From an optimization exercise on the open Yosys and OpenROAD flow, aimed at small area, a short achievable clock period and few clock cycles per item; shortcuts taken in it are not production practice. Function was checked by simulation only, so behaviour that the tests miss may differ from the original. Power is estimated from default activity; no workload was simulated.

== oak ==
==> module mc_dec3, before the edit <==
module mc_dec3 (
    input  wire [7:0] x,
    output wire       h,
    output wire [3:0] t,
    output wire [3:0] o
);
    wire [3:0] a = x[7:4];
    wire [3:0] b = x[3:0];
    wire [8:0] d16 =
        (a == 4'd0)  ? {1'b0, 4'd0, 4'd0} :
        (a == 4'd1)  ? {1'b0, 4'd1, 4'd6} :
        (a == 4'd2)  ? {1'b0, 4'd3, 4'd2} :
        (a == 4'd3)  ? {1'b0, 4'd4, 4'd8} :
        (a == 4'd4)  ? {1'b0, 4'd6, 4'd4} :
        (a == 4'd5)  ? {1'b0, 4'd8, 4'd0} :
        (a == 4'd6)  ? {1'b0, 4'd9, 4'd6} :
        (a == 4'd7)  ? {1'b1, 4'd1, 4'd2} :
        (a == 4'd8)  ? {1'b1, 4'd2, 4'd8} :
        (a == 4'd9)  ? {1'b1, 4'd4, 4'd4} :
        (a == 4'd10) ? {1'b1, 4'd6, 4'd0} :
        (a == 4'd11) ? {1'b1, 4'd7, 4'd6} :
                       {1'b1, 4'd9, 4'd2};
    wire       ah = d16[8];
    wire [3:0] at = d16[7:4];
    wire [3:0] ao = d16[3:0];
    wire [4:0] os = {1'b0, ao} + {1'b0, b};              
    wire [1:0] oc = (os >= 5'd20) ? 2'd2 : (os >= 5'd10) ? 2'd1 : 2'd0;
    assign o = os[3:0] - (oc[1] ? 4'd4 : oc[0] ? 4'd10 : 4'd0);
    wire [4:0] ts = {1'b0, at} + {3'd0, oc};              
    wire       tc = (ts >= 5'd10);
    assign t = tc ? ts[3:0] - 4'd10 : ts[3:0];
    assign h = ah | tc;
endmodule
clock: 20.0 ns
lec_check: 0
cap_margin: 20
core_margin: 2
core_utilization: 30
place_density: 0.5
slew_margin: 20
standard.sh (not shown) runs the stock make flow with config.mk's settings and CLKGATE_MAP_FILE= SYNTH_SCRIPT=/design/flow/synth_recipe.tcl, a recipe that flattens the netlist after the stock synthesis.
==> flow/flow/run.sh <==
#!/bin/bash
set -euo pipefail
bash standard.sh \
  "BUFFER_PORTS_ARGS=-buffer_cell sky130_fd_sc_hd__buf_1" \
  "SETUP_SLACK_MARGIN=14.7" \
  "CTS_ARGS=-sink_clustering_enable -repair_clock_nets -dont_use_dummy_load -sink_clustering_size 30 -sink_clustering_max_diameter 80" \
  finish > flow_make.log 2>&1
Every stage of the flow completed for oak, and the final layout passed the timing, DRC and antenna checks.
Testbench counts of oak, summed over its fixed seeds: cycles 24,024, items 24,000.
diff inputs: oak => pine
--- a/flow/design.v
+++ b/flow/design.v
@@ -127,30 +127,29 @@
     output wire [3:0] o
 );
-    wire [3:0] a = x[7:4];
-    wire [3:0] b = x[3:0];
-    wire [8:0] d16 =
-        (a == 4'd0)  ? {1'b0, 4'd0, 4'd0} :
-        (a == 4'd1)  ? {1'b0, 4'd1, 4'd6} :
-        (a == 4'd2)  ? {1'b0, 4'd3, 4'd2} :
-        (a == 4'd3)  ? {1'b0, 4'd4, 4'd8} :
-        (a == 4'd4)  ? {1'b0, 4'd6, 4'd4} :
-        (a == 4'd5)  ? {1'b0, 4'd8, 4'd0} :
-        (a == 4'd6)  ? {1'b0, 4'd9, 4'd6} :
-        (a == 4'd7)  ? {1'b1, 4'd1, 4'd2} :
-        (a == 4'd8)  ? {1'b1, 4'd2, 4'd8} :
-        (a == 4'd9)  ? {1'b1, 4'd4, 4'd4} :
-        (a == 4'd10) ? {1'b1, 4'd6, 4'd0} :
-        (a == 4'd11) ? {1'b1, 4'd7, 4'd6} :
-                       {1'b1, 4'd9, 4'd2};
-    wire       ah = d16[8];
-    wire [3:0] at = d16[7:4];
-    wire [3:0] ao = d16[3:0];
-    wire [4:0] os = {1'b0, ao} + {1'b0, b};              
-    wire [1:0] oc = (os >= 5'd20) ? 2'd2 : (os >= 5'd10) ? 2'd1 : 2'd0;
-    assign o = os[3:0] - (oc[1] ? 4'd4 : oc[0] ? 4'd10 : 4'd0);
-    wire [4:0] ts = {1'b0, at} + {3'd0, oc};              
-    wire       tc = (ts >= 5'd10);
-    assign t = tc ? ts[3:0] - 4'd10 : ts[3:0];
-    assign h = ah | tc;
+    wire [20:0] th;
+    genvar k;
+    generate
+        for (k = 0; k < 21; k = k + 1) begin : g_th
+            assign th[k] = (x >= 10 * k);
+        end
+    endgenerate
+    wire [19:0] oh = th[19:0] & ~th[20:1];      
+    assign h    = th[10];
+    assign t[0] = oh[1] | oh[3] | oh[5] | oh[7] | oh[9] | oh[11] | oh[13] | oh[15] | oh[17] | oh[19];
+    assign t[1] = oh[2] | oh[3] | oh[6] | oh[7] | oh[12] | oh[13] | oh[16] | oh[17];
+    assign t[2] = oh[4] | oh[5] | oh[6] | oh[7] | oh[14] | oh[15] | oh[16] | oh[17];
+    assign t[3] = oh[8] | oh[9] | oh[18] | oh[19];
+    wire [4:0] s5 = x[7:4] + x[3:0];
+    reg  [2:0] r5;
+    always @(*) begin
+        case (s5)
+            5'd0, 5'd5, 5'd10, 5'd15, 5'd20, 5'd25, 5'd30: r5 = 3'd0;
+            5'd1, 5'd6, 5'd11, 5'd16, 5'd21, 5'd26, 5'd31: r5 = 3'd1;
+            5'd2, 5'd7, 5'd12, 5'd17, 5'd22, 5'd27:        r5 = 3'd2;
+            5'd3, 5'd8, 5'd13, 5'd18, 5'd23, 5'd28:        r5 = 3'd3;
+            default:                                       r5 = 3'd4;
+        endcase
+    end
+    assign o = {1'b0, r5} + ((r5[0] ^ x[0]) ? 4'd5 : 4'd0);
 endmodule
 module mc_scale #(
Findings:
When pine is measured against oak, its number of global-route vias before repair turns out 1.9% higher. Global-route wire length before repair, pine and oak: larger value in pine. Between oak and pine, power share of the clock group decreased. For the setup slack of the critical path after layout, pine came in 0.067 ns higher than oak did. Changes observed in pine relative to oak: share of final-layout standard cells stronger than drive strength 1 went down; total length of routed met3 wires went down; routed wire length went up; utilization went down.
Testbench counts of pine, summed over its fixed seeds: cycles 24,024, items 24,000.

========
Another version of the RTL of meshcode_enc (not shown whole).
Size: roughly 3,800 cells after synthesis, ~460 flip-flops, about 310 I/O pins, about 41,000 um^2 of cells after synthesis.
export LEC_CHECK = 0
export CAP_MARGIN = 20
export CORE_MARGIN = 2
export CORE_UTILIZATION = 55
export PLACE_DENSITY = 0.65
export SLEW_MARGIN = 20
export SYNTH_HIERARCHICAL = 1
export SYNTH_MINIMUM_KEEP_SIZE = 700
create_clock -name core_clock -period 20.0 [get_ports {clk}]
Scripts as last shown in full above: flow/flow/run.sh
Testbench counts at the start, summed over its fixed seeds: cycles 24,024, items 24,000.
Then changed:
--- a/flow/design.v
+++ b/flow/design.v
@@ -336,43 +336,43 @@
     wire [3:0] s2d = {1'b0, nb2[2], mb2[2]} + 4'd1;
     wire [3:0] s4d = {1'b0, nb2[1], mb2[1]} + 4'd1;
     wire [3:0] s8d = {1'b0, nb2[0], mb2[0]} + 4'd1;
     function [3:0] dsel(input m, input [3:0] d);
         dsel = m ? (ok ? d : 4'd9) : 4'd0;
     endfunction
-    wire [109:0] res = {
+    wire [107:0] res = {
         bad, inv,                                    
         len,                                         
         ok & xs2, ok ? maga[21:0] : 22'd0,           
         ok & ys2, ok ? mago[22:0] : 23'd0,           
-        mk[5:1], mk[0], mk[0], mk[0],                
+        mk,                                          
         dsel(mk[0], oct),                            
         inv, ok ? ph : inv,                          
         dsel(mk[0], pt), dsel(mk[0], po),            
         dsel(mk[0], ut), dsel(mk[0], uo),            
         mk[1] & inv,                                 
         ok & mk[1] ? q2  : (inv & mk[1] ? 3'd1 : 3'd0),    
         ok & mk[1] ? v2d : (inv & mk[1] ? 3'd1 : 3'd0),    
         dsel(mk[2], r2), dsel(mk[2], w2),            
         dsel(mk[3], s2d), dsel(mk[4], s4d), dsel(mk[5], s8d)   
     };
-    reg [109:0] sk, ro;
+    reg [107:0] sk, ro;
     always @(posedge clk) begin
         if (go) sk <= res;
         if (oen) ro <= vs ? sk : res;
     end
     function [7:0] chr(input m, input [3:0] d);
         chr = {2'b00, m, m, d};
     endfunction
-    assign out_err   = {ro[109], ro[109], ro[108]};
-    assign out_len   = ro[107:104];
-    assign out_place = {2'b00, ro[103:57], 15'd0};
+    assign out_err   = {ro[107], ro[107], ro[106]};
+    assign out_len   = ro[105:102];
+    assign out_place = {2'b00, ro[101:55], 15'd0};
     assign out_mesh  = {
-        chr(ro[56], ro[3:0]),   chr(ro[55], ro[7:4]),   chr(ro[54], ro[11:8]),
-        chr(ro[53], ro[15:12]), chr(ro[53], ro[19:16]),
-        chr(ro[52], {ro[26], ro[22:20]}), chr(ro[52], {ro[26], ro[25:23]}),
+        chr(ro[54], ro[3:0]),   chr(ro[53], ro[7:4]),   chr(ro[52], ro[11:8]),
+        chr(ro[51], ro[15:12]), chr(ro[51], ro[19:16]),
+        chr(ro[50], {ro[26], ro[22:20]}), chr(ro[50], {ro[26], ro[25:23]}),
         chr(ro[49], ro[30:27]), chr(ro[49], ro[34:31]),
-        chr(ro[50], ro[38:35]), chr(ro[50], ro[42:39]),
-        chr(ro[51], {ro[44], 2'b00, ro[43]}),
-        chr(ro[51], ro[48:45])
+        chr(ro[49], ro[38:35]), chr(ro[49], ro[42:39]),
+        chr(ro[49], {ro[44], 2'b00, ro[43]}),
+        chr(ro[49], ro[48:45])
     };
 endmodule
Outcome: The changed run completed with no timing, DRC or antenna violations; cell count shrinks by 2.7%; total power shrinks by 2.0%; via count shrinks by 2.5%; combinational power shrinks by about 3%; clock-buffer cell count shrinks by 1; design area shrinks by 2.8%; non-clock buffer count shrinks by 111; fmax is about the same; wire length shrinks by 2.8%; synthesized cell count shrinks by 0.79%; first-iteration DRC count shrinks by 15%; worst setup slack is worse by 12 ps.
Testbench counts after the change, summed over its fixed seeds: cycles 24,024, items 24,000.

## what the ideal ports hide
Ports are ideal in the flow. The routed layouts listed here were re-timed in OpenROAD.
Step 1 assumes that a clkbuf_16 drives the clock port and a buf_2 every other input.
Step 2 also shifts input and output timing later by t, the mid clock arrival at the registers, as if the neighbouring blocks saw the same clock.
Slacks: ideal ports / drivers / drivers and shift; pairs: ideal ports / drivers.
run	shift t [ns]	slack for setup (ns)	hold WS [ns]	worst setup path after step 2	worst register clock-pin slew, ns
oak	0.678	14.673 / 14.603 / 14.335	0.444 / 0.444 / 0.444	input to register	0.10 / 0.10
pine	0.653	14.740 / 14.670 / 14.341	0.424 / 0.424 / 0.424	input to register	0.11 / 0.11
the first run of note 2	0.685	14.726 / 14.659 / 14.368	0.430 / 0.430 / 0.430	input to register	0.11 / 0.11
the second run of note 2	0.673	14.714 / 14.649 / 14.211	0.441 / 0.441 / 0.441	input to register	0.11 / 0.11
After both steps every run listed still meets setup and hold. The setup slack of the second run of note 2, which loses most, moves by -0.065 ns with the drivers and by -0.503 ns with both steps.
